What follows belongs to an exercise in optimizing a design on an open flow for small area, a short achievable clock period and few clock cycles per item; a production flow would make more cautious choices.
Only simulation tests tie the RTL to the original design; equivalence was not proved.
Power figures rest on the tool's default switching activity, not on a simulated workload.

## design.v

```verilog
module lzw_dec (
    input  wire        clk,
    input  wire        rst,             
    input  wire        in_valid,
    output wire        in_ready,
    input  wire [15:0] in_code,
    input  wire        in_last,         
    output wire        out_valid,
    input  wire        out_ready,
    output wire [7:0]  out_data,
    output wire        out_last,        
    output wire        out_err          
);
    localparam integer AW = 6;           
    localparam integer RN = 1 << AW;     
    localparam integer DW = AW + 3;      
    reg [8:0] dpre [0:255];
    reg [7:0] dbyt [0:255];
    reg [10:0]   ib0, ib1;
    reg [1:0]    icnt;
    reg          inr;        
    reg          wbusy;      
    reg          chk;        
    reg          hi;         
    reg          lastf;      
    reg          first;      
    reg          drain;      
    reg [8:0]    ptr;        
    reg [8:0]    cur;        
    reg [8:0]    prev;       
    reg [8:0]    pprev;      
    reg [7:0]    pfirst;     
    reg [9:0]    nxt;        
    reg          justmade;   
    reg          wdict;      
    reg [7:0]    wadr;       
    reg [8:0]    wpre;
    reg [7:0]    wbyt;
    reg [AW-1:0] wpos;       
    reg [AW:0]   used;       
    reg [8:0]    cnt;        
    reg          ovr;        
    reg          rnd;        
    reg          rfresh;     
    reg [8:0]    rem;        
    reg [8:0]    q;          
    reg          bv;         
    reg [AW-1:0] bpos;
    reg [8:0]    bsrc;       
    reg          wv;         
    reg [AW-1:0] wa;
    reg [7:0]    wd;
    reg [7:0]    rbuf [0:RN-1];
    reg          pv1, pv2;
    reg [DW-1:0] pd1, pd2;
    reg [2:0]    fcnt;       
    reg [DW-1:0] fq [0:3];
    reg [1:0]    fw, fr;
    reg [2:0]    acnt;       
    reg          hvld;       
    reg [DW-1:0] hd;
    reg          ov, ol, oe;
    reg [7:0]    od;
    reg          rcur;       
    reg [AW-1:0] rp;         
    reg [AW-1:0] rstop;      
    reg          rlast;      
    reg [AW-1:0] prev_s;     
    wire [8:0] dp = dpre[ptr[7:0]];
    wire err_c  = chk & (hi | (first ? cur[8] : (!nxt[9] & (cur > nxt[8:0]))));
    wire cs_c   = chk & !hi & !first & !nxt[9] & (cur == nxt[8:0]);
    wire nw_c   = chk & !hi & !first & justmade & cur[8] & (cur[7:0] == wadr);
    wire spec_c = cs_c | nw_c;
    wire rootstep = !ptr[8] & !(chk & hi);
    wire fifo_ok = !fcnt[2];
    wire ovr_now = !ovr & used[AW] & (cnt == RN);
    wire ovr_any = ovr | ovr_now;
    wire [AW-1:0] lim = rcur ? rstop : prev_s - 1'b1;
    wire room    = (wpos != lim) | (used == 0) | ovr_any;
    wire p1_go   = wbusy & !rnd & room & (!rootstep | fifo_ok);
    wire p1_err  = wbusy & !rnd & err_c & fifo_ok;
    wire p1_wr   = p1_go & !err_c;
    wire p1_root = wbusy & !rnd & rootstep & room & fifo_ok;
    wire mk_ent  = p1_root & !first & !nxt[9];
    wire wrstep = (q <= RN);
    wire q1     = (q == 9'd1);
    wire rfinal = (rem <= RN);
    wire go_r   = wbusy & rnd & !wdict &
                  (!wrstep | ((!rfresh | (used == 0)) & (!q1 | fifo_ok)));
    wire r_wr   = go_r & wrstep;
    wire done_code = (p1_root & !ovr_any) | (go_r & q1 & rfinal);
    wire        hv    = (icnt != 2'd0);
    wire [10:0] head  = ib0;
    wire        ld    = hv & !drain & (!wbusy | done_code);
    wire        ipop  = ld | (hv & drain);
    wire        ipush = in_valid & inr;
    assign in_ready = inr;
    wire [8:0] ssrc  = spec_c ? {1'b0, pfirst} : ptr;
    wire [8:0] snext = cs_c ? prev : (nw_c ? pprev : dp);
    wire       wr_any = p1_wr | r_wr;
    wire       wr_en  = p1_go | r_wr;
    wire       wr_inc = (p1_wr & !ovr_any) | r_wr;
    wire       push   = p1_err | p1_root | (go_r & q1);
    wire [DW-1:0] pdesc = p1_err  ? {1'b0, 1'b1, 1'b1, wpos + 1'b1} :
                          p1_root ? {ovr_any, 1'b0, lastf & !ovr_any, wpos} :
                                    {1'b0, 1'b0, lastf & rfinal, wpos};
    wire [7:0] bbyte = bsrc[8] ? dbyt[bsrc[7:0]] : bsrc[7:0];
    wire [AW-1:0] hs  = hd[AW-1:0];
    wire          hl  = hd[AW];
    wire          he  = hd[AW+1];
    wire          hf  = hd[AW+2];
    wire [AW-1:0] hstop  = hf ? hs - 1'b1 : prev_s - 1'b1;
    wire [AW-1:0] raddr  = rcur ? rp : hs;
    wire          rlastb = rcur ? (rp == rstop) : (hs == hstop);
    wire          adv    = !ov | out_ready;
    wire          pop    = adv & !rcur & hvld;
    wire          rd_dec = adv & (rcur | (hvld & !he));
    wire          refill = !hvld | pop;
    wire          a_pop  = refill & (acnt != 3'd0);
    wire          a_push = pv2 & !(refill & (acnt == 3'd0));
    assign out_valid = ov;
    assign out_data  = od;
    assign out_last  = ol;
    assign out_err   = oe;
    always @(posedge clk) begin
        if (ipush) begin
            if (icnt == 2'd0 || (icnt == 2'd1 && ipop))
                ib0 <= {in_last, |in_code[15:9], in_code[8:0]};
            else
                ib1 <= {in_last, |in_code[15:9], in_code[8:0]};
        end
        if (ipop && icnt == 2'd2)
            ib0 <= ib1;
        if (mk_ent) begin
            wadr <= nxt[7:0];
            wpre <= prev;
            wbyt <= ptr[7:0];
        end
        if (wdict) begin
            dpre[wadr] <= wpre;
            dbyt[wadr] <= wbyt;
        end
        bpos <= wpos;
        bsrc <= ssrc;
        wa   <= bpos;
        wd   <= bbyte;
        if (wv)
            rbuf[wa] <= wd;
        pd1 <= pdesc;
        pd2 <= pd1;
        if (a_push)
            fq[fw] <= pd2;
        if (refill)
            hd <= (acnt != 3'd0) ? fq[fr] : pd2;
        if (adv)
            od <= rbuf[raddr];
    end
    always @(posedge clk) begin
        if (rst) begin
            icnt     <= 2'd0;
            inr      <= 1'b1;
            wbusy    <= 1'b0;
            drain    <= 1'b0;
            first    <= 1'b1;
            nxt      <= 10'd256;
            justmade <= 1'b0;
            wdict    <= 1'b0;
            wpos     <= {AW{1'b1}};
            used     <= 0;
            ovr      <= 1'b0;
            rnd      <= 1'b0;
            bv       <= 1'b0;
            wv       <= 1'b0;
            pv1      <= 1'b0;
            pv2      <= 1'b0;
            fcnt     <= 3'd0;
            fw       <= 2'd0;
            fr       <= 2'd0;
            acnt     <= 3'd0;
            hvld     <= 1'b0;
            ov       <= 1'b0;
            rcur     <= 1'b0;
            prev_s   <= {AW{1'b0}};
        end else begin
            icnt <= icnt + ipush - ipop;
            inr  <= !((icnt == 2'd2 && !ipop) || (icnt == 2'd1 && ipush && !ipop));
            if (drain && hv && head[10])
                drain <= 1'b0;
            if (p1_err) begin
                wbusy <= 1'b0;
                first <= 1'b1;
                nxt   <= 10'd256;
                drain <= !lastf;
            end
            wdict <= mk_ent;
            if (p1_root) justmade <= !first & !nxt[9];
            if (wr_any)
                wpos <= wpos - 1'b1;
            if (p1_wr) begin
                chk <= 1'b0;
                cnt <= cnt + 1'b1;
                if (ovr_now) ovr <= 1'b1;
                if (!rootstep) begin
                    ptr <= snext;
                end else begin
                    if (!first && !nxt[9]) nxt <= nxt + 1'b1;
                    first <= 1'b0;
                    if (lastf) begin
                        first <= 1'b1;
                        nxt   <= 10'd256;
                    end
                    prev   <= cur;
                    pprev  <= prev;
                    pfirst <= ptr[7:0];
                    if (ovr_any) begin
                        ovr    <= 1'b0;
                        rnd    <= 1'b1;
                        rfresh <= 1'b1;
                        ptr    <= cur;
                        rem    <= cnt + 1'b1 - RN;
                        q      <= cnt + 1'b1 - RN;
                    end
                end
            end
            if (go_r) begin
                ptr <= dp;
                q   <= q - 1'b1;
                if (wrstep) rfresh <= 1'b0;
                if (q1) begin
                    if (rfinal) begin
                        rnd <= 1'b0;
                    end else begin
                        rem    <= rem - RN;
                        q      <= rem - RN;
                        ptr    <= cur;
                        rfresh <= 1'b1;
                    end
                end
            end
            if (done_code) wbusy <= 1'b0;
            if (ld) begin
                wbusy <= 1'b1;
                chk   <= 1'b1;
                ptr   <= head[8:0];
                cur   <= head[8:0];
                hi    <= head[9];
                lastf <= head[10];
                cnt   <= 9'd0;
            end
            used <= used + wr_inc - rd_dec;
            bv   <= wr_en;
            wv   <= bv;
            pv1  <= push;
            pv2  <= pv1;
            fcnt <= fcnt + push - pop;
            if (a_push) fw <= fw + 1'b1;
            if (a_pop)  fr <= fr + 1'b1;
            acnt <= acnt + a_push - a_pop;
            if (refill) hvld <= (acnt != 3'd0) | pv2;
            if (adv) begin
                ov <= rcur | hvld;
                if (rcur) begin
                    ol <= rlast & rlastb;
                    oe <= 1'b0;
                    if (rlastb) rcur <= 1'b0;
                    rp <= rp + 1'b1;
                end else if (hvld) begin
                    if (he) begin
                        ol <= 1'b1;
                        oe <= 1'b1;
                    end else begin
                        ol     <= hl & rlastb;
                        oe     <= 1'b0;
                        prev_s <= hs;
                        rcur   <= !rlastb;
                        rp     <= hs + 1'b1;
                        rstop  <= hstop;
                        rlast  <= hl;
                    end
                end
            end
        end
    end
endmodule
```

## run.sh

```bash
#!/bin/bash
# synth_recipe.tcl (not shown) runs the flow's synth.tcl, then flattens the netlist and writes it again
# the make line also repeats each setting of config.mk as NAME=value (left out here)
make -C /OpenROAD-flow-scripts/flow DESIGN_CONFIG=/design/flow/config.mk WORK_HOME=/design/flow/orfs CLKGATE_MAP_FILE= SYNTH_SCRIPT=/design/flow/synth_recipe.tcl finish
```

## config.mk

```make
export PLATFORM = sky130hd
export DESIGN_NAME = lzw_dec
export DESIGN_NICKNAME = lzw_dec
export VERILOG_FILES = /design/flow/design.v
export SDC_FILE = /design/flow/constraint.sdc
export NUM_CORES = 4
export LEC_CHECK = 0
export CAP_MARGIN = 20
export CORE_MARGIN = 2
export CORE_UTILIZATION = 40
export SETUP_SLACK_MARGIN = 5
export SLEW_MARGIN = 20
```

## constraint.sdc

```tcl
create_clock -name core_clock -period 10.0 [get_ports {clk}]
set_input_delay 2.0000 -clock core_clock [delete_from_list [all_inputs] [get_ports {clk}]]
set_output_delay 2.0000 -clock core_clock [all_outputs]
set_load 0.01 [all_outputs]
```

==> results of run 1 <==
per-layer routing:
metal  global-route usage  wire length [um]
met5                    0               408
met4              0.06011             16430
met3              0.04592             51390
met2               0.3247            250700
met1               0.2868            212800
sequential cells by signal, indices dropped and copies added, names as in the netlist, 10 cells and up, named ones only:
register and count:
ib0 11, fq 36, dbyt 2048, ib1 11, rbuf 512, dpre 2304
nxt 10
layout by cell type, fill, tap and decap left out, types with 72 or more instances in the layout:
| master | Yosys | layout |
|---|---|---|
| o22ai_1 | 73 | 72 |
| edfxtp_1 | 5054 | 5054 |
| a21oi_1 | 136 | 127 |
| and3_1 | 81 | 81 |
| clkbuf_16 | 0 | 550 |
| nor2_2 | 1 | 181 |
| clkbuf_1 | 350 | 110 |
| dfxtp_1 | 113 | 93 |
| nand3_1 | 188 | 182 |
| clkinv_1 | 4 | 118 |
| nand2_1 | 667 | 661 |
| clkinv_2 | 0 | 77 |
| nor2_1 | 456 | 242 |
| mux2i_1 | 138 | 134 |
| buf_4 | 11 | 385 |
| mux4_2 | 1261 | 1261 |
| a311oi_1 | 103 | 103 |
how the worst max path moves through the flow:
stage,from,endpoint,slack [ns],cells after the start
floorplan,out_ready,acnt[2],5.47,15
global placement,out_ready,acnt[2],4.20,16
detailed placement,out_ready,acnt[2],4.30,16
CTS,register,register,5.01,10
global route,cnt[0],used[6],4.89,19
finish,register,register,5.11,10
worst max-delay path: cells and delay by family, from the launching register on:
| kind | cells | cell delay, ns |
|---|---|---|
| mux | 3 | 1.06 |
| compound gates | 3 | 1.00 |
| simple gates | 2 | 0.61 |
| flops | 1 | 0.82 |
| buf+inv | 2 | 1.01 |
final cells by class:
type                    instances  area (um^2)  share of cell area
flip-flops and latches       5167       154100              0.6762
multi-input cells            3866        44440              0.1950
clock buffers                 667        14260             0.06257
well taps                    6655         8327             0.03654
repair buffers                458         3926             0.01723
clock inverters               282         2585             0.01134
inverters                      59        227.7           0.0009993
diodes                         13        32.53           0.0001428
what timing repair did:
item,4_1_cts,5_1_grt
buffers inserted,0,2
resized for setup,11,9
endpoints found under the setup margin,17,14
hold buffers,0,0
report_power, final:
group	internal (mW)	switching, mW
clock	11.0	8.30
combinational	7.31	11.0
sequential	24.2	0.778
total	42.6	20.1
per-stage QoR:
step	power (mW)	worst slack, ns	area [um^2]
final	62.64	5.112	227900
after floorplan	36.59	5.467	200000
after global placement	43.56	4.204	210500
after CTS	62.96	5.007	227600
after detailed placement	43.70	4.304	210700
after global routing	64.69	4.890	227800
cells by family after synthesis:
| kind of cell | after synthesis | share of synthesized area |
|---|---|---|
| compound gates | 676 | 0.02359 |
| xor+xnor | 73 | 0.003304 |
| fa+ha+maj | 43 | 0.002803 |
| buf+inv | 617 | 0.01243 |
| flops | 5167 | 0.7702 |
| mux | 1449 | 0.1517 |
| simple gates | 1625 | 0.03589 |
==> flow_summary.yaml, run 1 <==
status:
  status: "timing/DRC/antenna clean"
timing:
  layout_min_cycle_time_ns: 4.888
  setup_violations: 0
  rsz0062_at_grt: "yes"
  hold_viol: 0
  tightest_slew_ns: 1.244
  fmax_mhz: 204.6
  skew_ns: 0.06694
  slew_viol_final: 0
  fin_setup_tns_ns: 0
  fin_hold_ws_ns: 0.3256
  relSlewSlack: 0.1704
  period_share: 0.4888
global_routing:
  gr-total-overflow: 0
  grt_usage: 0.2053
  grt_pass1_wl_mm: 751.0
  antenna_found_initial: 39
  first_global_vias: 99798
  grt_start_max_net_pins: 201
layout:
  area_growth_pct: 13.95
  layout-drive-gt1-share: 0.2639
  nets: 10151
  fin_cells: 17167
  finalCoreUtilization: 0.4578
  fillers: 41185
placement:
  dpl.hpwl_mm: 314.2
  gp_congestion: 0.8729
  placed_cells: 16198
  port-buffer-count: 32
detailed_routing:
  dr.pass1.iters: 8
  vias: 100235
  totalWireLength_mm: 531.7
  drc_errors: 0
  viasPerCell: 5.839
  drtIter0Drc: 13826
  postRouteAntennaNets: 0
  wl_per_cell_um: 30.97
die:
  dieArea_mm2: 0.5056
  ios: 33
  core_mm2: 0.4978
  start_util: 0.4017
  row_count: 259
  die_h_um: 711.1
  fp.dieW_um: 711.1
setup_path:
  regToRegSetupSlack_ns: 5.11
  cp_cell_sequence: "buf_12, buf_8, mux4_2, mux2i_1, nand2_1, nand3_1, a22oi_1, a211oi_1, a22oi_1, mux2_2"
  critPathMaxStageDelay_ns: 0.82
  crit_top_cell: "a22oi_1"
  rr_worst_depth: 10
  path_max_fanout: 96
  cp.required_ns: 10.92
  path_class: "register to register"
  crit_slowest_cell: "dfxtp_4"
  cp.arrival_ns: 5.81
  startpoint_type: "register"
  cp-end-kind: "register"
synth:
  synth_top_area_frac: 0.7589
  yosys_warnings: 1
  yosysTopAreaCell: "edfxtp_1"
  yosysMostFrequentCell: "edfxtp_1"
  synth_area_per_cell_um2: 20.72
  ys_seq_area_frac: 0.7702
  synth_common_cells: "edfxtp_1, mux4_2, nand2_1, nor2_1, clkbuf_1"
  synthArstFlopShare: 0
  syn_inst: 9650
  ys_ff_latch: 5167
  ys.flop_type: "edfxtp_1"
  syn-cell-area_mm2: 0.2000
  yosys.cell_types.count: 77
  synth_edf_count: 5054
  synth_area_leaders: "edfxtp_1, mux4_2, nand2_1, dfxtp_1, nor2_1"
  syn_nets: 9714
clocking:
  h-tree-depth: 6
  root_buffer: "clkbuf_16"
  clk_path_buf_depth: 4
  numCtsBuffers: 535
  clkSinkCount: 5167
  cts.clk_slew.worst_paths_ns: 0.07
  cts_tree: "built"
  clk_latency_ns: 1.07
power:
  p_per_area_mw_per_mm2: 274.9
  vdd_drop_max_uv: 253.2
  p_leak_nw: 70.85
min_path:
  min_to: "wa[1]"
  holdCritPathClass: "register to register"
  holdPathStages: 0
  min_from: "bpos[1]"
flow_run:
  cap_violations: 0
Testbench counts, summed over its fixed seeds: cycles 153,905, bytes 151,420.
==> run 2, diff against run 1 <==
--- a/design.v
+++ b/design.v
@@ -38,5 +38,6 @@
     reg [7:0]    wbyt;
     reg [AW-1:0] wpos;       
-    reg [AW:0]   used;       
+    reg [AW:0]   wcntr;      
+    reg [AW:0]   rcntr;      
     reg [8:0]    cnt;        
     reg          ovr;        
@@ -54,8 +55,8 @@
     reg          pv1, pv2;
     reg [DW-1:0] pd1, pd2;
-    reg [2:0]    fcnt;       
+    reg [2:0]    fpc;        
+    reg [2:0]    ftc;        
     reg [DW-1:0] fq [0:3];
-    reg [1:0]    fw, fr;
-    reg [2:0]    acnt;       
+    reg [2:0]    fw, fr;     
     reg          hvld;       
     reg [DW-1:0] hd;
@@ -73,4 +74,6 @@
     wire spec_c = cs_c | nw_c;
     wire rootstep = !ptr[8] & !(chk & hi);
+    wire [AW:0] used = wcntr - rcntr;    
+    wire [2:0]  fcnt = fpc - ftc;        
     wire fifo_ok = !fcnt[2];
     wire ovr_now = !ovr & used[AW] & (cnt == RN);
@@ -97,5 +100,11 @@
     assign in_ready = inr;
     wire [8:0] ssrc  = spec_c ? {1'b0, pfirst} : ptr;
-    wire [8:0] snext = cs_c ? prev : (nw_c ? pprev : dp);
+    wire       pt_cur  = (p1_wr & rootstep & ovr_any) | (go_r & q1 & !rfinal);
+    wire       pt_spec = p1_wr & spec_c;
+    wire       pt_dp   = (p1_wr & !rootstep) | go_r;
+    wire       ptr_en  = ld | pt_cur | pt_spec | pt_dp;
+    wire [8:0] ptr_side = ld ? head[8:0] : (pt_cur ? cur : (cs_c ? prev : pprev));
+    wire       use_dp  = !ld & !pt_cur & !pt_spec;
+    wire [8:0] ptr_nx  = use_dp ? dp : ptr_side;
     wire       wr_any = p1_wr | r_wr;
     wire       wr_en  = p1_go | r_wr;
@@ -117,6 +126,7 @@
     wire          rd_dec = adv & (rcur | (hvld & !he));
     wire          refill = !hvld | pop;
-    wire          a_pop  = refill & (acnt != 3'd0);
-    wire          a_push = pv2 & !(refill & (acnt == 3'd0));
+    wire          a_ne   = (fw != fr);
+    wire          a_pop  = refill & a_ne;
+    wire          a_push = pv2 & !(refill & !a_ne);
     assign out_valid = ov;
     assign out_data  = od;
@@ -150,7 +160,7 @@
         pd2 <= pd1;
         if (a_push)
-            fq[fw] <= pd2;
+            fq[fw[1:0]] <= pd2;
         if (refill)
-            hd <= (acnt != 3'd0) ? fq[fr] : pd2;
+            hd <= a_ne ? fq[fr[1:0]] : pd2;
         if (adv)
             od <= rbuf[raddr];
@@ -167,5 +177,6 @@
             wdict    <= 1'b0;
             wpos     <= {AW{1'b1}};
-            used     <= 0;
+            wcntr    <= 0;
+            rcntr    <= 0;
             ovr      <= 1'b0;
             rnd      <= 1'b0;
@@ -174,8 +185,8 @@
             pv1      <= 1'b0;
             pv2      <= 1'b0;
-            fcnt     <= 3'd0;
-            fw       <= 2'd0;
-            fr       <= 2'd0;
-            acnt     <= 3'd0;
+            fpc      <= 3'd0;
+            ftc      <= 3'd0;
+            fw       <= 3'd0;
+            fr       <= 3'd0;
             hvld     <= 1'b0;
             ov       <= 1'b0;
@@ -201,7 +212,5 @@
                 cnt <= cnt + 1'b1;
                 if (ovr_now) ovr <= 1'b1;
-                if (!rootstep) begin
-                    ptr <= snext;
-                end else begin
+                if (rootstep) begin
                     if (!first && !nxt[9]) nxt <= nxt + 1'b1;
                     first <= 1'b0;
@@ -217,5 +226,4 @@
                         rnd    <= 1'b1;
                         rfresh <= 1'b1;
-                        ptr    <= cur;
                         rem    <= cnt + 1'b1 - RN;
                         q      <= cnt + 1'b1 - RN;
@@ -224,5 +232,4 @@
             end
             if (go_r) begin
-                ptr <= dp;
                 q   <= q - 1'b1;
                 if (wrstep) rfresh <= 1'b0;
@@ -233,14 +240,13 @@
                         rem    <= rem - RN;
                         q      <= rem - RN;
-                        ptr    <= cur;
                         rfresh <= 1'b1;
                     end
                 end
             end
+            if (ptr_en) ptr <= ptr_nx;
             if (done_code) wbusy <= 1'b0;
             if (ld) begin
                 wbusy <= 1'b1;
                 chk   <= 1'b1;
-                ptr   <= head[8:0];
                 cur   <= head[8:0];
                 hi    <= head[9];
@@ -248,14 +254,15 @@
                 cnt   <= 9'd0;
             end
-            used <= used + wr_inc - rd_dec;
+            if (wr_inc) wcntr <= wcntr + 1'b1;
+            if (rd_dec) rcntr <= rcntr + 1'b1;
             bv   <= wr_en;
             wv   <= bv;
             pv1  <= push;
             pv2  <= pv1;
-            fcnt <= fcnt + push - pop;
+            if (push) fpc <= fpc + 1'b1;
+            if (pop)  ftc <= ftc + 1'b1;
             if (a_push) fw <= fw + 1'b1;
             if (a_pop)  fr <= fr + 1'b1;
-            acnt <= acnt + a_push - a_pop;
-            if (refill) hvld <= (acnt != 3'd0) | pv2;
+            if (refill) hvld <= a_ne | pv2;
             if (adv) begin
                 ov <= rcur | hvld;
==> flow/run.sh (new file) <==
#!/bin/bash
set -euo pipefail
bash standard.sh SETUP_SLACK_MARGIN=7 MATCH_CELL_FOOTPRINT=0 finish > standard_flow.log 2>&1
==> standard.sh (new file) <==
#!/bin/bash
# synth_recipe.tcl (not shown) runs the flow's synth.tcl, then flattens the netlist and writes it again
# the make line also repeats each setting of config.mk as NAME=value (left out here)
make -C /OpenROAD-flow-scripts/flow DESIGN_CONFIG=/design/flow/config.mk WORK_HOME=/design/flow/orfs CLKGATE_MAP_FILE= SYNTH_SCRIPT=/design/flow/synth_recipe.tcl "${@:-finish}"
--- a/config.mk
+++ b/config.mk
@@ -9,4 +9,3 @@
 export CORE_MARGIN = 2
 export CORE_UTILIZATION = 40
-export SETUP_SLACK_MARGIN = 5
 export SLEW_MARGIN = 20
removed: run.sh
==> run 2 against run 1 <==
Compared with the run above: non-clock buffer count is 425 higher; clock skew is 0.025 ns lower; clock-buffer cell count is 23 higher; critical path type unchanged.
==> flow_summary.yaml, run 2 <==
placement:
  port-buffer-count: 32
  placed_cells: 16691
  place_area_mm2: 0.2123
  dpl.hpwl_mm: 320.0
  gp_congestion: 0.8738
synth:
  ys_ff_latch: 5176
  yosysMostFrequentCell: "edfxtp_1"
  syn_inst: 10144
  yosys.cell_types.count: 81
  ys_seq_area_frac: 0.7658
  synthArstFlopShare: 0
  synth_top_family_by_area: "multiplexers"
  synth_fa_ha_area_frac: 0.002361
  ys.flop_type: "edfxtp_1"
  yosysTopAreaCell: "edfxtp_1"
  synth-compound-area-share: 0.03059
  synth_area_per_cell_um2: 19.85
  synth_top_area_frac: 0.7536
  synth-simple-area-share: 0.03808
  synth_common_cells: "edfxtp_1, mux4_2, nand2_1, nor2_1, clkbuf_1"
  synth_area_leaders: "edfxtp_1, mux4_2, mux2i_1, nand2_1, dfxtp_1"
  syn-cell-area_mm2: 0.2014
  synth_edf_count: 5054
  synthXorXnorAreaFrac: 0.004200
  yosys_warnings: 1
  synthMuxAreaShare: 0.1457
  syn_nets: 10203
setup_path:
  crit_slowest_cell: "mux4_2"
  startpoint_type: "register"
  path_class: "register to register"
  cp-end-kind: "register"
  crit_top_cell: "mux4_2"
  cp_cell_sequence: "buf_12, buf_12, buf_16, clkbuf_16, mux4_2, mux4_2, mux4_2, mux2i_2, nand3_1, o21ai_2, nor2_1"
  path_max_fanout: 7
  cp.required_ns: 10.91
  cp.arrival_ns: 4.57
  critPathMaxStageDelay_ns: 0.71
clocking:
  cts_tree: "built"
  numCtsBuffers: 545
  clk_latency_ns: 1.06
  h-tree-depth: 6
  clk_path_buf_depth: 4
  cts.clk_slew.worst_paths_ns: 0.06
  root_buffer: "clkbuf_16"
  clkSinkCount: 5176
detailed_routing:
  viasPerCell: 5.974
  totalWireLength_mm: 590.2
  vias: 108199
  drc_errors: 0
  dr.pass1.iters: 7
  drtIter0Drc: 15007
  postRouteAntennaNets: 0
  wl_per_cell_um: 32.59
timing:
  skew_ns: 0.04236
  hold_viol: 0
  fmax_mhz: 272.8
  fin_setup_tns_ns: 0
  tightest_slew_ns: 1.244
  period_share: 0.3666
  relSlewSlack: 0.1707
  setup_violations: 0
  rsz0062_at_grt: "yes"
  slew_viol_final: 0
  layout_min_cycle_time_ns: 3.666
die:
  ios: 33
  row_count: 260
  core_mm2: 0.5013
  die_h_um: 713.5
  fp.dieW_um: 713.5
  dieArea_mm2: 0.5091
  start_util: 0.4017
layout:
  largestRegisters: "dpre: 2304 flops, dbyt: 2048 flops, rbuf: 512 flops"
  area_growth_pct: 19.08
  fin_cells: 18112
  fin_area_mm2: 0.2398
  final_cell_mix: "edfxtp_1, mux4_2, nand2_1"
  largest_register_ff_count: 2304
  layout-drive-gt1-share: 0.3135
  top_register: "dpre"
  nets: 11053
  final_common_cell: "edfxtp_1"
min_path:
  holdCritPathClass: "register to register"
power:
  power_mw: 67.91
  p_leak_nw: 76.10
  vdd_drop_max_uv: 203.0
  p_per_area_mw_per_mm2: 283.2
global_routing:
  grt_start_max_net_pins: 197
  antenna_found_initial: 25
  first_global_vias: 106203
  grt_pass1_wl_mm: 814.4
  grt_usage: 0.2238
  gr-total-overflow: 0
status:
  status: "timing/DRC/antenna clean"
flow_run:
  cap_violations: 0
## run 2: cell count changes in the layout (fill, tap and decap cells not counted), sizes merged, moves of 34 or more
cell and delta:
mux2 +128, nor2 +58, buf +335, mux4 -180, clkbuf +125, a2111oi +55
mux2i +160, nor2b +34, o21ai +74
## run 2: final cells by class
class / instances / area, um^2
multi-input cells: 4312 / 48710
flip-flops and latches: 5176 / 154300
well taps: 6681 / 8359
inverters: 74 / 359.1
fillers: 40329 / 261500
diodes: 14 / 35.03
clock buffers: 690 / 14470
repair inverters: 2 / 22.52
clock inverters: 280 / 2733
repair buffers: 883 / 10810
## run 2: final timing paths
| kind | from | end | slack, ns | cells after the start |
|---|---|---|---|---|
| worst max-delay path | bsrc[0] | wd[3] | 6.33 | 11 |
| worst min-delay path | bpos[5] | wa[5] | 0.33 | 0 |
| worst max register to register | bsrc[0] | wd[3] | 6.33 | 11 |
| worst min register to register | bpos[5] | wa[5] | 0.33 | 0 |
## run 2: repair_timing
action,CTS,global route
setup buffers,187,123
gates resized for setup,762,272
pin swaps,101,87
hold buffers,0,0
cloned,98,27
setup endpoints to repair,2429,957
## run 2: through the flow
| stage | util | worst slack (ns) | hold WS (ns) |
|---|---|---|---|
| after CTS | 0.4723 | 6.352 | 0.3283 |
| after detailed placement | 0.4235 | 4.223 | 0.3146 |
| after global routing | 0.4783 | 6.358 | 0.3425 |
| after global placement | 0.4233 | 3.785 | 0.3138 |
| after floorplan | - | 5.954 | 0.3096 |
| final | 0.4783 | 6.334 | 0.3257 |
## run 2: routing by layer
layer,part of all wire,vias up,global-route usage
met2,0.46,6195,0.3483
li1,-,43365,-
met1,0.39,57565,0.3121
met5,0.000025,-,0.0002828
met3,0.11,1070,0.04821
met4,0.039,4,0.08121
## run 2: cell families (layout without fill, tap and decap cells)
group | after synthesis | in the layout
flip-flops | 5176 | 5176
AND/OR/NAND/NOR | 1735 | 1738
multiplexers | 1557 | 1557
AO/OA/AOI/OAI | 881 | 884
buffers and inverters | 662 | 1929
XOR/XNOR | 95 | 95
adder cells (fa/ha/maj) | 38 | 38
other | 0 | 14
## run 2: critical path, delay by kind of cell, from the launching register on
kind	cells	cell delay [ns]
multiplexers	4	2.07
buffers and inverters	4	0.69
flip-flops	1	0.44
AND/OR/NAND/NOR	2	0.19
AO/OA/AOI/OAI	1	0.11
## run 2: where the power goes
part	leakage, nW	internal [mW]	switching [mW]
Combinational	21.3	9.92	13.7
Clock	8.39	11.2	8.41
Sequential	46.4	24.2	0.423
Testbench counts of run 2, summed over its fixed seeds: cycles 153,905, bytes 151,420.
==> run 3, diff against run 2 <==
--- a/design.v
+++ b/design.v
@@ -51,5 +51,7 @@
     reg          wv;         
     reg [AW-1:0] wa;
-    reg [7:0]    wd;
+    reg [7:0]    wde;        
+    reg [7:0]    wdr;        
+    reg          wds;        
     reg [7:0]    rbuf [0:RN-1];
     reg          pv1, pv2;
@@ -114,5 +116,4 @@
                           p1_root ? {ovr_any, 1'b0, lastf & !ovr_any, wpos} :
                                     {1'b0, 1'b0, lastf & rfinal, wpos};
-    wire [7:0] bbyte = bsrc[8] ? dbyt[bsrc[7:0]] : bsrc[7:0];
     wire [AW-1:0] hs  = hd[AW-1:0];
     wire          hl  = hd[AW];
@@ -154,7 +155,9 @@
         bsrc <= ssrc;
         wa   <= bpos;
-        wd   <= bbyte;
+        wde  <= dbyt[bsrc[7:0]];
+        wdr  <= bsrc[7:0];
+        wds  <= bsrc[8];
         if (wv)
-            rbuf[wa] <= wd;
+            rbuf[wa] <= wds ? wde : wdr;
         pd1 <= pdesc;
         pd2 <= pd1;
==> run 3 against run 2 <==
Compared with the run above: die area is essentially flat; clock power barely moved; highest routed layer unchanged; fmax shrank 2.2%; still clean on timing, DRC and antenna; utilization up 0.059 points; global-route usage fell by 0.54 points.
==> flow_summary.yaml, run 3 <==
status:
  status: "timing/DRC/antenna clean"
setup_path:
  cp-end-kind: "primary output"
  cp-startpoint: "od[7]"
  timing.rr.start: "bsrc[0]"
  path_class: "register to primary output"
  cp.required_ns: 8.00
  critPathBufInv: 1
  path_max_fanout: 1
  startpoint_type: "register"
  cp_num_cells: 1
  rr_worst_depth: 8
  critPathCapture: "out_data[7]"
  r2r_end: "wde[3]"
  cp.arrival_ns: 1.75
  regToRegSetupSlack_ns: 6.44
  critical_path.top_delay_family: "flip-flops"
  critPathMaxStageDelay_ns: 0.47
  crit_slowest_cell: "edfxtp_1"
  cp_cell_sequence: "buf_2"
layout:
  layout-drive-gt1-share: 0.3164
  final_common_cell: "edfxtp_1"
  seqCellArea_mm2: 0.1545
  multiInputGateArea_mm2: 0.04806
  fin_cells: 17952
  nets: 10894
  area_growth_pct: 19.28
  top_register: "dpre"
  largest_register_ff_count: 2304
  fillers: 40331
  final_cell_mix: "edfxtp_1, mux4_2, nand2_1"
  largestRegisters: "dpre: 2304 flops, dbyt: 2048 flops, rbuf: 512 flops"
synth:
  ys_ff_latch: 5185
  synth_edf_count: 5054
  ys_seq_area_frac: 0.7670
  synth_area_leaders: "edfxtp_1, mux4_2, nand2_1, dfxtp_1, mux2i_1"
  syn-cell-area_mm2: 0.2013
  synth_common_cells: "edfxtp_1, mux4_2, nand2_1, nor2_1, clkbuf_1"
  synth_area_per_cell_um2: 20.29
  synthArstFlopShare: 0
  yosysTopAreaCell: "edfxtp_1"
  ys.flop_type: "edfxtp_1"
  syn_nets: 9981
  synth_top_area_frac: 0.7540
  syn_inst: 9922
  yosys.cell_types.count: 80
  yosysMostFrequentCell: "edfxtp_1"
  yosys_warnings: 1
timing:
  fin_setup_tns_ns: 0
  rsz0062_at_grt: "yes"
  setup_violations: 0
  skew_ns: 0.05341
  slew_viol_final: 0
  fmax_mhz: 266.8
  period_share: 0.3748
  hold_viol: 0
  tightest_slew_ns: 1.242
  layout_min_cycle_time_ns: 3.748
  relSlewSlack: 0.1720
power:
  p_switching_mw: 22.15
  p_per_area_mw_per_mm2: 284.3
  p_comb_frac: 0.341
  p_clk_frac: 0.293
  p_int_mw: 46.10
  p_leak_nw: 76.26
  sw_frac_of_total: 0.3245
  vdd_drop_max_uv: 280.0
  p_seq_frac: 0.366
global_routing:
  grt_usage: 0.2184
  antenna_found_initial: 23
  grt_start_max_net_pins: 201
  first_global_vias: 104494
  grt_pass1_wl_mm: 798.4
  gr-total-overflow: 0
clocking:
  clk_latency_ns: 1.10
  numCtsBuffers: 546
  cts_tree: "built"
  cts.clk_slew.worst_paths_ns: 0.06
  root_buffer: "clkbuf_16"
  clkSinkCount: 5185
  h-tree-depth: 6
  clk_path_buf_depth: 4
die:
  fp.dieW_um: 713.4
  ios: 33
  start_util: 0.4015
  die_h_um: 713.4
  row_count: 260
  dieArea_mm2: 0.5089
  core_mm2: 0.5013
placement:
  gp_congestion: 0.8575
  port-buffer-count: 32
  placed_cells: 16463
  dpl.hpwl_mm: 308.7
detailed_routing:
  dr.pass1.iters: 5
  viasPerCell: 5.893
  vias: 105786
  drc_errors: 0
  drtIter0Drc: 14781
  postRouteAntennaNets: 0
  totalWireLength_mm: 576.8
  wl_per_cell_um: 32.13
flow_run:
  cap_violations: 0
min_path:
  holdCritPathClass: "register to register"
==> run 3: layer usage <==
metal / share of wire / vias up / GRT usage
li1: - / 42600 / -
met1: 0.39 / 56577 / 0.2992
met2: 0.48 / 5558 / 0.3544
met3: 0.092 / 1033 / 0.03739
met4: 0.041 / 18 / 0.07769
met5: 0.00020 / - / 0
==> run 3: timing repair <==
| action | 4_1_cts | 5_1_grt |
|---|---|---|
| gates cloned | 101 | 35 |
| endpoints found under the setup margin | 2646 | 568 |
| buffers inserted | 217 | 148 |
| pin swaps | 84 | 128 |
| gates resized for setup | 731 | 297 |
| hold buffers | 0 | 0 |
==> run 3: layout make-up <==
type / count / share of cell area
tap: 6681 / 0.03482
sequential: 5185 / 0.6433
inverter: 49 / 0.001027
antenna: 12 / 0.0001251
timing repair buffer: 921 / 0.04696
clock inverter: 299 / 0.01292
clock buffer: 673 / 0.06019
multi-input combinational: 4126 / 0.2002
timing repair inverter: 6 / 0.0004638
==> run 3: cell families after synthesis <==
kind of cell,Yosys count,synth area share
muxes,1463,0.1491
adders and majority gates,38,0.002362
buffers and inverters,622,0.01312
DFF,5185,0.7670
xor gates and xnor gates,94,0.004090
and+or+nand+nor,1855,0.04112
AOI/OAI and AO/OA,665,0.02322
==> run 3: stage by stage <==
stage	power (mW)	setup WS [ns]	instance area, um^2	utilization	hold WS (ns)
finish	68.24	6.252	240100	0.4789	0.3235
global route	70.14	6.220	240100	0.4789	0.3289
floorplan	36.71	5.954	201700	-	0.3096
detailed placement	43.07	4.366	211700	0.4223	0.3121
CTS	66.82	6.184	236700	0.4722	0.3252
global placement	42.97	4.452	211600	0.4220	0.3164
==> run 3: how the worst min path moves through the flow <==
| stage | startpoint | endpoint | slack (ns) | depth (start not counted) |
|---|---|---|---|---|
| CTS | bpos[2] | wa[2] | 0.33 | 0 |
| detailed placement | bpos[0] | wa[0] | 0.31 | 0 |
| global placement | bpos[2] | wa[2] | 0.32 | 0 |
| floorplan | pd1[0] | pd2[0] | 0.31 | 0 |
| global route | bpos[3] | wa[3] | 0.33 | 0 |
| finish | pd1[1] | pd2[1] | 0.32 | 0 |
==> run 3: power by group through the flow <==
stage	sequential (mW)	clock [mW]	combinational (mW)
finish	25.0	20.0	23.3
detailed placement	25.7	0	17.4
global route	25.0	21.0	24.1
global placement	25.6	0	17.3
CTS	25.0	20.2	21.6
floorplan	25.1	0	11.6
Testbench counts of run 3, summed over its fixed seeds: cycles 153,905, bytes 151,420.
==> run 4, diff against run 3 <==
==> flow/run.sh (replaced) <==
#!/bin/bash
set -euo pipefail
bash standard.sh SETUP_SLACK_MARGIN=6.5 MATCH_CELL_FOOTPRINT=0 finish > standard_flow.log 2>&1
==> run 4 against run 3 <==
Compared with the run above: still clean on timing, DRC and antenna; utilization down 1.2 points; wire length decreased by 3.5%; critical path depth unchanged; total power is 5.0% lower; hold slack better by 0.00089 ns.
==> flow_summary.yaml, run 4 <==
layout:
  area_growth_pct: 16.20
  fillers: 40888
  final_cell_mix: "edfxtp_1, mux4_2, nand2_1"
  layout-drive-gt1-share: 0.2730
  largestRegisters: "dpre: 2304 flops, dbyt: 2048 flops, rbuf: 512 flops"
  final_common_cell: "edfxtp_1"
  nets: 10621
  largest_register_ff_count: 2304
  top_register: "dpre"
  finalCoreUtilization: 0.4666
detailed_routing:
  drtIter0Drc: 14395
  viasPerCell: 5.872
  totalWireLength_mm: 556.8
  drc_errors: 0
  wl_per_cell_um: 31.49
  dr.pass1.iters: 8
  vias: 103839
  postRouteAntennaNets: 0
setup_path:
  path_max_fanout: 1
  path_class: "register to primary output"
  cp_cell_sequence: "clkbuf_2"
  crit_slowest_cell: "edfxtp_1"
  critPathMaxStageDelay_ns: 0.52
  cp-end-kind: "primary output"
  cp.arrival_ns: 1.81
  startpoint_type: "register"
  critPathBufInv: 1
  cp.required_ns: 8.00
  critical_path.top_delay_family: "flip-flops"
clocking:
  clk_latency_ns: 1.10
  numCtsBuffers: 534
  root_buffer: "clkbuf_16"
  clk_path_buf_depth: 4
  cts.clk_slew.worst_paths_ns: 0.07
  cts_tree: "built"
  h-tree-depth: 6
  clkSinkCount: 5185
min_path:
  holdCritPathClass: "register to register"
synth:
  synth_area_leaders: "edfxtp_1, mux4_2, nand2_1, dfxtp_1, mux2i_1"
  syn_inst: 9922
  yosysMostFrequentCell: "edfxtp_1"
  synth_common_cells: "edfxtp_1, mux4_2, nand2_1, nor2_1, clkbuf_1"
  synth_area_per_cell_um2: 20.29
  yosys.cell_types.count: 80
  synth_top_area_frac: 0.7540
  ys.flop_type: "edfxtp_1"
  ys_ff_latch: 5185
  syn-cell-area_mm2: 0.2013
  yosys_warnings: 1
  synthArstFlopShare: 0
  synth_edf_count: 5054
  syn_nets: 9981
  yosysTopAreaCell: "edfxtp_1"
  ys_seq_area_frac: 0.7670
die:
  row_count: 260
  fp.dieW_um: 713.4
  dieArea_mm2: 0.5089
  core_mm2: 0.5013
  ios: 33
  start_util: 0.4015
  die_h_um: 713.4
timing:
  relSlewSlack: 0.1422
  fin_setup_tns_ns: 0
  hold_viol: 0
  setup_violations: 0
  tightest_slew_ns: 1.287
  period_share: 0.3807
  rsz0062_at_grt: "yes"
  skew_ns: 0.09513
  slew_viol_final: 0
  layout_min_cycle_time_ns: 3.807
  fmax_mhz: 262.7
global_routing:
  grt_start_max_net_pins: 192
  gr-total-overflow: 0
  grt_usage: 0.2131
  antenna_found_initial: 26
  grt_pass1_wl_mm: 781.7
  first_global_vias: 103750
placement:
  port-buffer-count: 32
  dpl.hpwl_mm: 307.9
  gp_congestion: 0.8523
power:
  p_per_area_mw_per_mm2: 277.2
  p_leak_nw: 73.88
  vdd_drop_max_uv: 207.3
flow_run:
  cap_violations: 0
status:
  status: "timing/DRC/antenna clean"
==> run 4: changes by cell type in the layout (fill, tap and decap cells not counted), sizes merged, moves of 4 or more <==
cell,delta
diode,+10
clkinv,-12
buf,-228
clkbuf,-29
and2,-4
inv,+4
clkinvlp,-7
==> run 4: final cells by class <==
class / count / area [um^2] / share of cell area
repair buffers: 672 / 7890 / 0.03373
repair inverters: 2 / 20.02 / 0.00008559
clock inverters: 290 / 3050 / 0.01304
multi-input cells: 4118 / 45780 / 0.1957
inverters: 49 / 226.5 / 0.0009683
clock buffers: 665 / 14060 / 0.06013
flip-flops and latches: 5185 / 154400 / 0.6603
well taps: 6681 / 8359 / 0.03574
diodes: 22 / 55.05 / 0.0002354
==> run 4: cells by family (layout without fill, tap and decap cells) <==
logic type      count (synthesis)  after routing  share of synthesized area
simple gates                 1855           1857                    0.04112
flops                        5185           5185                     0.7670
compound gates                665            666                    0.02322
fa+ha+maj                      38             38                   0.002362
buf+inv                       622           1678                    0.01312
mux                          1463           1463                     0.1491
other cells                     0             22                          0
xor+xnor                       94             94                   0.004090
==> run 4: what timing repair did <==
action	in CTS	in global routing
pin swaps	15	29
endpoints found under the setup margin	1430	333
setup buffers	104	27
hold buffers	0	0
gates cloned	75	18
gates resized for setup	392	102
==> run 4: worst paths after layout <==
check / start / end / slack (ns) / depth (start not counted)
min: bpos[1] / wa[1] / 0.32 / 0
max: od[2] / out_data[2] / 6.19 / 1
max reg2reg: bsrc[1] / wde[7] / 6.44 / 7
min reg2reg: bpos[1] / wa[1] / 0.32 / 0
==> run 4: power by group <==
part	switching (mW)	leakage, nW	total [mW]	internal (mW)
Combinational	11.6	19.0	20.2	8.58
Clock	8.47	8.35	19.6	11.2
Sequential	0.536	46.5	25.0	24.5
Total	20.6	73.9	64.8	44.2
==> run 4: per-layer routing <==
metal	GRT usage	vias up	part of all wire
li1	-	42048	-
met1	0.2902	55685	0.39
met2	0.3473	5195	0.48
met3	0.03820	907	0.088
met4	0.07383	4	0.039
met5	0	-	0.000041
==> run 4: stage by stage <==
stage	instances	area, um^2	hold slack, ns	power [mW]	worst slack [ns]
6_report	17684	233900	0.3244	64.84	6.193
5_1_grt	17676	233900	0.3304	66.82	6.135
4_1_cts	17615	232600	0.3245	64.64	6.100
3_5_place_dp	16481	211500	0.3121	42.77	4.457
3_3_place_gp	16479	211400	0.3135	42.63	4.581
2_1_floorplan	9922	201300	0.3096	36.58	5.954
==> run 5, diff against run 4 <==
--- a/config.mk
+++ b/config.mk
@@ -8,4 +8,4 @@
 export CAP_MARGIN = 20
 export CORE_MARGIN = 2
-export CORE_UTILIZATION = 40
+export CORE_UTILIZATION = 50
 export SLEW_MARGIN = 20
==> run 5 against run 4 <==
Compared with the run above: still clean on timing, DRC and antenna; clock-buffer cell count grew 21; global-route usage rose by 5.5 points; sequential cell count is the same; clock skew decreased by 0.052 ns; critical path type unchanged.
==> flow_summary.yaml, run 5 <==
timing:
  setup_ws_ns: 6.344
  slew_viol_final: 0
  relSlewSlack: 0.1684
  fin_setup_tns_ns: 0
  setup_violations: 0
  fin_hold_ws_ns: 0.3246
  fmax_mhz: 273.5
  layout_min_cycle_time_ns: 3.656
  tightest_slew_ns: 1.247
  skew_ns: 0.04265
  rsz0062_at_grt: "yes"
  hold_viol: 0
  period_share: 0.3656
detailed_routing:
  drc_errors: 0
  viasPerCell: 6.347
  dr.pass1.iters: 6
  wl_per_cell_um: 34.11
  drtIter0Drc: 13602
  totalWireLength_mm: 553.9
  vias: 103053
  postRouteAntennaNets: 0
global_routing:
  gr-total-overflow: 0
  grt_pass1_wl_mm: 777.6
  antenna_found_initial: 27
  first_global_vias: 102943
  grt_usage: 0.2684
  grt_start_max_net_pins: 257
synth:
  synth_edf_count: 5054
  yosysTopAreaCell: "edfxtp_1"
  synth_area_leaders: "edfxtp_1, mux4_2, nand2_1, dfxtp_1, mux2i_1"
  synth_top_area_frac: 0.7540
  synth_area_per_cell_um2: 20.29
  ys_seq_area_frac: 0.7670
  synthMuxAreaShare: 0.1491
  yosys_warnings: 1
  synthArstFlopShare: 0
  yosysMostFrequentCell: "edfxtp_1"
  yosys.cell_types.count: 80
  synth-simple-area-share: 0.04112
  synth-compound-area-share: 0.02322
  ys_ff_latch: 5185
  ys.flop_type: "edfxtp_1"
  synth_common_cells: "edfxtp_1, mux4_2, nand2_1, nor2_1, clkbuf_1"
  synth_fa_ha_area_frac: 0.002362
  synthXorXnorAreaFrac: 0.004090
  syn-cell-area_mm2: 0.2013
  syn_inst: 9922
  syn_nets: 9981
  synth_top_family_by_area: "multiplexers"
clocking:
  numCtsBuffers: 544
  clkSinkCount: 5185
  root_buffer: "clkbuf_16"
  postCtsHoldBufs: 0
  clk_latency_ns: 1.06
  cts_tree: "built"
  h-tree-depth: 6
  clk_path_buf_depth: 4
  cts.clk_slew.worst_paths_ns: 0.06
layout:
  largestRegisters: "dpre: 2304 flops, dbyt: 2048 flops, rbuf: 512 flops"
  final_cell_mix: "edfxtp_1, mux4_2, nand2_1"
  layout-drive-gt1-share: 0.2711
  nets: 10585
  final_common_cell: "edfxtp_1"
  area_growth_pct: 14.97
  fillers: 29369
  top_register: "dpre"
  largest_register_ff_count: 2304
die:
  dieArea_mm2: 0.4077
  row_count: 233
  start_util: 0.5010
  fp.dieW_um: 638.5
  ios: 33
  die_h_um: 638.5
  core_mm2: 0.4017
setup_path:
  startpoint_type: "register"
  cp-end-kind: "primary output"
  timing.rr.start: "wadr[7]"
  critPathBufInv: 1
  critical_path.top_delay_family: "flip-flops"
  cp-startpoint: "od[5]"
  crit_slowest_cell: "edfxtp_1"
  path_class: "register to primary output"
  regToRegSetupSlack_ns: 6.40
  critPathCapture: "out_data[5]"
  path_max_fanout: 1
  cp_num_cells: 1
  critPathMaxStageDelay_ns: 0.45
  r2r_end: "dbyt[61][6]"
  cp.arrival_ns: 1.66
  rr_worst_depth: 4
  cp.required_ns: 8.00
  cp_cell_sequence: "clkbuf_2"
power:
  p_per_area_mw_per_mm2: 278.8
  vdd_drop_max_uv: 366.4
  p_leak_nw: 73.60
flow_run:
  cap_violations: 0
placement:
  gp_congestion: 0.8630
  dpl.hpwl_mm: 304.5
  port-buffer-count: 32
  dp_slack_ns: 4.509
status:
  status: "timing/DRC/antenna clean"
min_path:
  holdCritPathClass: "register to register"
## run 5: worst reg2reg max path, cell delays in order (launching register included)
cell and delay (ns):
edfxtp_1 0.63, nor2_1 0.37, nand3_1 0.84, nor2_2 1.07
buf_4 0.37
## run 5: stage by stage
step	std cells	util	cell area [um^2]	total power, mW
floorplan	9922	-	201300	36.58
detailed placement	15047	0.5220	209700	42.92
global route	16224	0.5760	231400	66.44
finish	16236	0.5761	231400	64.53
CTS	16150	0.5727	230100	64.21
global placement	15046	0.5218	209600	42.85
## run 5: report_power, final
group	leakage, nW	internal (mW)	switching (mW)
Clock	8.29	11.2	8.23
Sequential	46.5	24.5	0.527
Combinational	18.8	8.42	11.6
Total	73.6	44.1	20.4
## run 5: kinds of logic after synthesis
group	count (synthesis)
AO/OA/AOI/OAI	665
XOR/XNOR	94
adder cells (fa/ha/maj)	38
buffers and inverters	622
flip-flops	5185
multiplexers	1463
AND/OR/NAND/NOR	1855
## run 5: cell type report
class                   instances  area [um^2]  share of cell area
multi-input cells            4120        45890              0.1983
inverters                      49        242.7            0.001049
repair inverters                3        28.78           0.0001244
flip-flops and latches       5185       154400              0.6674
clock buffers                 686        14660             0.06335
clock inverters               269         2280            0.009851
well taps                    5287         6615             0.02858
repair buffers                623         7228             0.03123
diodes                         14        35.03           0.0001514
## run 5: per-layer routing
metal  track usage  wire (um)  vias up
li1              -          -    41992
met1        0.3726     215300    55112
met2        0.4306     267300     4964
met3       0.05154      49530      975
met4       0.09194      21650       10
met5             0        112        -
## run 5: worst min path at each step
stage / startpoint / end / depth (start not counted)
floorplan: pd1[0] / pd2[0] / 0
global placement: bsrc[8] / wds / 0
detailed placement: pd1[0] / pd2[0] / 0
CTS: pd1[5] / pd2[5] / 0
global route: bpos[4] / wa[4] / 0
finish: pd1[0] / pd2[0] / 0
## run 5: timing repair
action                                  4_1_cts  5_1_grt
cloned                                       59       22
pin swaps                                    23       20
endpoints found under the setup margin      677      311
setup buffers                                89       44
gates resized for setup                     360       88
endpoints found under the hold margin         0        0
==> run 6, diff against run 5 <==
--- a/config.mk
+++ b/config.mk
@@ -8,4 +8,4 @@
 export CAP_MARGIN = 20
 export CORE_MARGIN = 2
-export CORE_UTILIZATION = 50
+export CORE_UTILIZATION = 55
 export SLEW_MARGIN = 20
==> run 6 against run 5 <==
Compared with the run above: still clean on timing, DRC and antenna; clock power barely moved; register-to-register slack got worse by 0.08 ns; die area fell by 9.0%; fmax fell by 0.73%; clock-buffer cell count rose by 37; sequential cell count did not move; design area barely moved; global-route usage rose by 2.9 points; setup slack got worse by 0.027 ns; non-clock buffer count rose by 59; critical path type is now register to register; critical endpoint is now ptr[8]; largest cell class unchanged.
==> flow_summary.yaml, run 6 <==
synth:
  synth_common_cells: "edfxtp_1, mux4_2, nand2_1, nor2_1, clkbuf_1"
  ys_seq_area_frac: 0.7670
  syn-cell-area_mm2: 0.2013
  ys_ff_latch: 5185
  syn_inst: 9922
  yosys_warnings: 1
  ys.flop_type: "edfxtp_1"
  synth_top_area_frac: 0.7540
  synth_edf_count: 5054
  yosys.cell_types.count: 80
  synth_area_leaders: "edfxtp_1, mux4_2, nand2_1, dfxtp_1, mux2i_1"
  yosysMostFrequentCell: "edfxtp_1"
  synthArstFlopShare: 0
  syn_nets: 9981
  yosysTopAreaCell: "edfxtp_1"
  synth_area_per_cell_um2: 20.29
timing:
  skew_ns: 0.03206
  fin_hold_ws_ns: 0.3178
  layout_min_cycle_time_ns: 3.683
  period_share: 0.3683
  rsz0062_at_grt: "yes"
  fmax_mhz: 271.5
  fin_setup_tns_ns: 0
  slew_viol_final: 0
  setup_violations: 0
  hold_viol: 0
  relSlewSlack: 0.1576
  tightest_slew_ns: 1.264
setup_path:
  critPathBufInv: 3
  r2r_end: "ptr[8]"
  critical_path.top_delay_family: "compound AO/OA/AOI/OAI gates"
  critPathMaxStageDelay_ns: 0.58
  regToRegSetupSlack_ns: 6.32
  cp.arrival_ns: 4.46
  cp.required_ns: 10.78
  startpoint_type: "register"
  cp_cell_sequence: "buf_16, inv_8, buf_12, mux4_2, a22oi_2, nand2_2, a211oi_4, nor2_2, a311oi_1, o21ai_0"
  crit_slowest_cell: "mux4_2"
  cp-end-kind: "register"
  path_max_fanout: 50
  path_class: "register to register"
  rr_worst_depth: 10
global_routing:
  first_global_vias: 102719
  gr-total-overflow: 0
  grt_start_max_net_pins: 257
  antenna_found_initial: 25
  grt_usage: 0.2970
  grt_pass1_wl_mm: 776.6
power:
  p_int_mw: 44.30
  p_clk_frac: 0.297
  vdd_drop_max_uv: 254.3
  sw_frac_of_total: 0.3170
  p_comb_frac: 0.318
  p_switching_mw: 20.56
  p_per_area_mw_per_mm2: 280.0
  p_leak_nw: 73.89
  p_seq_frac: 0.385
die:
  die_h_um: 609.0
  row_count: 222
  start_util: 0.5515
  dieArea_mm2: 0.3708
  ios: 33
  core_mm2: 0.3650
  fp.dieW_um: 609.0
min_path:
  min_from: "bpos[1]"
  holdCritPathClass: "register to register"
  holdPathStages: 0
  min_to: "wa[1]"
detailed_routing:
  dr.pass1.iters: 6
  drc_errors: 0
  wl_per_cell_um: 35.17
  totalWireLength_mm: 556.4
  viasPerCell: 6.543
  drtIter0Drc: 13543
  postRouteAntennaNets: 0
  vias: 103518
placement:
  port-buffer-count: 32
  gp_congestion: 0.8690
  dpl.hpwl_mm: 306.5
clocking:
  clk_latency_ns: 1.04
  cts.clk_slew.worst_paths_ns: 0.07
  h-tree-depth: 6
  clkSinkCount: 5185
  numCtsBuffers: 542
  clk_path_buf_depth: 4
  postCtsHoldBufs: 0
  cts_tree: "built"
  root_buffer: "clkbuf_16"
layout:
  area_growth_pct: 15.08
  final_common_cell: "edfxtp_1"
  top_register: "dpre"
  largestRegisters: "dpre: 2304 flops, dbyt: 2048 flops, rbuf: 512 flops"
  final_cell_mix: "edfxtp_1, mux4_2, nand2_1"
  finalCoreUtilization: 0.6346
  layout-drive-gt1-share: 0.2789
  largest_register_ff_count: 2304
  nets: 10638
flow_run:
  cap_violations: 0
status:
  status: "timing/DRC/antenna clean"
[run 6: cells by family after synthesis]
| logic type | synth area share |
|---|---|
| flops | 0.7670 |
| fa+ha+maj | 0.002362 |
| simple gates | 0.04112 |
| xor+xnor | 0.004090 |
| compound gates | 0.02322 |
| buf+inv | 0.01312 |
| mux | 0.1491 |
[run 6: how the worst max path moves through the flow]
stage                   from          to  depth (start not counted)
floorplan            wbyt[0]  dbyt[0][0]                          0
global placement    register      ptr[8]                         10
detailed placement  register      ptr[8]                         10
CTS                 register      ptr[8]                         10
global route        register      ptr[8]                         10
finish              register      ptr[8]                         10
[run 6: through the flow]
step                      instances  area (um^2)  setup WS [ns]  power [mW]
final                         15821       231600          6.317       64.86
after global routing          15813       231600          6.322       66.69
after CTS                     15706       229700          6.151       64.26
after detailed placement      14593       209300          4.487       43.04
after global placement        14590       209200          4.461       42.90
after floorplan                9922       201300          5.954       36.58
[run 6: repair_timing]
item	in CTS	in global routing
setup endpoints to repair	731	546
resized for setup	344	172
pin swaps	27	36
cloned	67	24
buffers inserted	87	76
[run 6: power groups by stage]
| stage | clock network, mW | registers (mW) | logic, mW |
|---|---|---|---|
| floorplan | 0 | 25.1 | 11.5 |
| global placement | 0 | 25.6 | 17.3 |
| detailed placement | 0 | 25.6 | 17.5 |
| CTS | 19.5 | 24.9 | 19.8 |
| global route | 20.3 | 25.0 | 21.4 |
| finish | 19.3 | 24.9 | 20.6 |
[run 6: routing by layer]
metal  vias up  wire length (um)  global-route usage
li1      42042                 -                   -
met1     55439            216600              0.4276
met2      5098            268100              0.4736
met3       917             50300             0.04649
met4        22             21330             0.09435
met5         -               138                   0
[run 6: layout make-up]
| cell class | instances | area (um^2) |
|---|---|---|
| diodes | 11 | 27.53 |
| clock buffers | 723 | 14880 |
| clock inverters | 236 | 1867 |
| fillers | 24887 | 133400 |
| inverters | 49 | 254.0 |
| multi-input cells | 4117 | 46140 |
| flip-flops and latches | 5185 | 154400 |
| well taps | 4816 | 6026 |
| repair buffers | 682 | 7979 |
| repair inverters | 2 | 17.52 |
==> run 7, diff against run 6 <==
==> flow/run.sh (replaced) <==
#!/bin/bash
set -euo pipefail
bash standard.sh SETUP_SLACK_MARGIN=6 MATCH_CELL_FOOTPRINT=0 finish > standard_flow.log 2>&1
--- a/config.mk
+++ b/config.mk
@@ -8,4 +8,4 @@
 export CAP_MARGIN = 20
 export CORE_MARGIN = 2
-export CORE_UTILIZATION = 55
+export CORE_UTILIZATION = 50
 export SLEW_MARGIN = 20
==> run 7 against run 6 <==
Compared with the run above: hold slack better by 0.011 ns; clock skew is 0.025 ns higher; first-iteration DRC count is 7.5% lower; utilization down 6.5 points; cell count increased by 2.0%; total power shrank 2.4%; sequential cell count did not move; combinational power down 11%; wire length fell by 3.9%; global-route usage decreased by 3.6 points; sequential power hardly changed; synthesized area did not move.
==> flow_summary.yaml, run 7 <==
synth:
  synthMuxAreaShare: 0.1491
  yosysTopAreaCell: "edfxtp_1"
  yosys.cell_types.count: 80
  syn_inst: 9922
  synthXorXnorAreaFrac: 0.004090
  synth_area_leaders: "edfxtp_1, mux4_2, nand2_1, dfxtp_1, mux2i_1"
  syn-cell-area_mm2: 0.2013
  syn_nets: 9981
  ys_ff_latch: 5185
  synth_top_family_by_area: "multiplexers"
  synth_top_area_frac: 0.7540
  ys.flop_type: "edfxtp_1"
  synth_area_per_cell_um2: 20.29
  ys_seq_area_frac: 0.7670
  synth_common_cells: "edfxtp_1, mux4_2, nand2_1, nor2_1, clkbuf_1"
  synth_edf_count: 5054
  synth-simple-area-share: 0.04112
  synth_fa_ha_area_frac: 0.002362
  synthArstFlopShare: 0
  synth-compound-area-share: 0.02322
  yosys_warnings: 1
  yosysMostFrequentCell: "edfxtp_1"
global_routing:
  gr-total-overflow: 0
  antenna_found_initial: 21
  grt_usage: 0.2607
  grt_start_max_net_pins: 257
  first_global_vias: 102064
  grt_pass1_wl_mm: 759.6
min_path:
  min_from: "bpos[4]"
  holdCritPathClass: "register to register"
layout:
  nets: 10463
  fin_cells: 16139
  seqCellArea_mm2: 0.1544
  largestRegisters: "dpre: 2304 flops, dbyt: 2048 flops, rbuf: 512 flops"
  fin_area_mm2: 0.2287
  multiInputGateArea_mm2: 0.04505
  final_common_cell: "edfxtp_1"
  largest_register_ff_count: 2304
  fillers: 29515
  final_cell_mix: "edfxtp_1, mux4_2, nand2_1"
  top_register: "dpre"
  area_growth_pct: 13.64
  layout-drive-gt1-share: 0.2530
power:
  sw_frac_of_total: 0.3130
  p_seq_frac: 0.395
  p_per_area_mw_per_mm2: 276.7
  p_comb_frac: 0.291
  p_int_mw: 43.48
  p_clk_frac: 0.313
  p_switching_mw: 19.81
  p_leak_nw: 72.51
  vdd_drop_max_uv: 206.6
placement:
  gp_congestion: 0.8801
  placed_cells: 15088
  dpl.hpwl_mm: 306.6
  port-buffer-count: 32
  place_area_mm2: 0.2098
clocking:
  clk_path_buf_depth: 4
  cts.clk_slew.worst_paths_ns: 0.06
  numCtsBuffers: 545
  root_buffer: "clkbuf_16"
  h-tree-depth: 6
  cts_tree: "built"
  postCtsHoldBufs: 0
  clkSinkCount: 5185
  clk_latency_ns: 1.05
setup_path:
  critPathMaxStageDelay_ns: 0.57
  cp.required_ns: 10.80
  regToRegSetupSlack_ns: 5.97
  critPathCapture: "ptr[8]"
  cp_cell_sequence: "buf_12, buf_16, mux4_2, mux4_2, a22oi_2, nand2_1, a211oi_4, nor2_1, a311oi_1, o21ai_0"
  crit_top_cell: "mux4_2"
  cp-end-kind: "register"
  path_class: "register to register"
  startpoint_type: "register"
  crit_slowest_cell: "mux4_2"
  r2r_end: "ptr[8]"
  rr_worst_depth: 10
  cp.arrival_ns: 4.83
  path_max_fanout: 48
timing:
  layout_min_cycle_time_ns: 4.028
  setup_violations: 0
  period_share: 0.4028
  relSlewSlack: 0.1378
  fin_setup_tns_ns: 0
  slew_viol_final: 0
  rsz0062_at_grt: "yes"
  fmax_mhz: 248.2
  skew_ns: 0.05702
  tightest_slew_ns: 1.293
  fin_hold_ws_ns: 0.3289
  hold_viol: 0
die:
  die_h_um: 638.5
  core_mm2: 0.4017
  start_util: 0.5010
  dieArea_mm2: 0.4077
  fp.dieW_um: 638.5
  ios: 33
  row_count: 233
status:
  status: "timing/DRC/antenna clean"
detailed_routing:
  top_layer: "met5"
  vias: 101934
  route.met2.wl_mm: 259.5
  met3RoutedLength_mm: 44.83
  wl_per_cell_um: 33.15
  drtIter0Drc: 12532
  totalWireLength_mm: 534.9
  dr.pass1.iters: 6
  wl_met1_mm: 210.9
  viasPerCell: 6.316
  drc_errors: 0
  postRouteAntennaNets: 0
flow_run:
  cap_violations: 0
==> run 7: cell count changes in the layout (fill, tap and decap cells not counted), moves of 18 or more <==
cell       change
buf_12        -27
buf_6         -18
nor2_4        -37
clkbuf_1      -27
buf_16        -23
buf_4         -49
nor2_1        +43
clkbuf_16     -45
==> run 7: what timing repair did <==
action	in CTS	in global routing
buffers inserted	31	7
resized for setup	116	43
endpoints found under the setup margin	121	164
pin swaps	2	1
gates cloned	11	3
==> run 7: kinds of logic (layout without fill, tap and decap cells) <==
group	Yosys count	in the layout
and+or+nand+nor	1855	1856
muxes	1463	1463
xor gates and xnor gates	94	94
buffers and inverters	622	1534
adders and majority gates	38	38
other	0	17
AOI/OAI and AO/OA	665	665
DFF	5185	5185
==> run 7: power by group through the flow <==
stage | Sequential (mW) | Clock, mW | Combinational (mW)
6_report | 25.0 | 19.8 | 18.4
5_1_grt | 25.0 | 21.0 | 19.3
4_1_cts | 25.0 | 20.1 | 18.3
3_5_place_dp | 25.6 | 0 | 17.4
3_3_place_gp | 25.6 | 0 | 17.4
2_1_floorplan | 25.1 | 0 | 11.5
==> run 7: area by class of cell <==
type                    count  share of cell area
flip-flops and latches   5185              0.6751
multi-input cells        4116              0.1969
clock buffers             694             0.06451
well taps                5287             0.02892
repair buffers            507             0.02167
clock inverters           284             0.01173
inverters                  49           0.0009244
diodes                     17           0.0001860
==> run 7: layer usage <==
layer | global-route usage | vias up
met5 | 0 | -
met4 | 0.08702 | 6
met3 | 0.05128 | 940
met2 | 0.4206 | 4557
met1 | 0.3599 | 54725
li1 | - | 41706
==> run 7: per-stage QoR <==
step / setup WS, ns / util / power [mW]
floorplan: 5.954 / - / 36.57
global placement: 4.606 / 0.5221 / 43.03
detailed placement: 4.518 / 0.5222 / 43.10
CTS: 5.884 / 0.5682 / 63.49
global route: 5.890 / 0.5693 / 65.29
finish: 5.972 / 0.5694 / 63.29
==> run 7: worst min-delay path by stage <==
stage               cells after the start  endpoint
global placement                        0    pd2[5]
global route                            0    pd2[8]
finish                                  0     wa[4]
detailed placement                      0    pd2[8]
CTS                                     0    pd2[8]
floorplan                               0    pd2[0]
==> run 7: worst max-delay path: cells and delay by family, from the launching register on <==
kind                   cells  cell delay [ns]
AO/OA/AOI/OAI              4             1.16
multiplexers               2             1.12
flip-flops                 1             0.50
buffers and inverters      2             0.48
AND/OR/NAND/NOR            2             0.40

-- port drivers added, routing unchanged --
How much do the figures lean on ideal ports? The routed layouts below were timed once more, with nothing changed but the port constraints. Step 1: set_driving_cell puts a clkbuf_16 on clk and a buf_2 on each other input, an assumption about the parent block. Step 2, shift: input delay + t, output delay - t, t = (earliest + latest rising clock arrival at the registers) / 2. This alone moves slack from input paths to output paths. Three values: ideal ports, drivers, drivers and shift; two values: the first two.
| run | t, ns | setup WS [ns] | hold slack, ns | pins driven straight from the clock port |
|---|---|---|---|---|
| run 1 | 1.146 | 5.112 / 5.112 / 4.355 | 0.326 / 0.326 / 0.326 | 1 |
| run 2 | 1.151 | 6.334 / 6.319 / 5.992 | 0.326 / 0.326 / 0.326 | 1 |
| run 3 | 1.196 | 6.252 / 6.138 / 5.967 | 0.323 / 0.323 / 0.323 | 1 |
| run 4 | 1.185 | 6.193 / 6.059 / 5.544 | 0.324 / 0.324 / 0.324 | 1 |
| run 5 | 1.151 | 6.344 / 6.234 / 5.566 | 0.325 / 0.325 / 0.325 | 1 |
| run 6 | 1.135 | 6.317 / 6.274 / 5.644 | 0.318 / 0.318 / 0.318 | 1 |
| run 7 | 1.139 | 5.972 / 5.972 / 5.198 | 0.329 / 0.329 / 0.329 | 1 |
After both steps setup and hold are still met in every run listed. For run 5, which loses most, drivers alone change the setup slack by -0.110 ns; drivers and shift together by -0.778 ns.
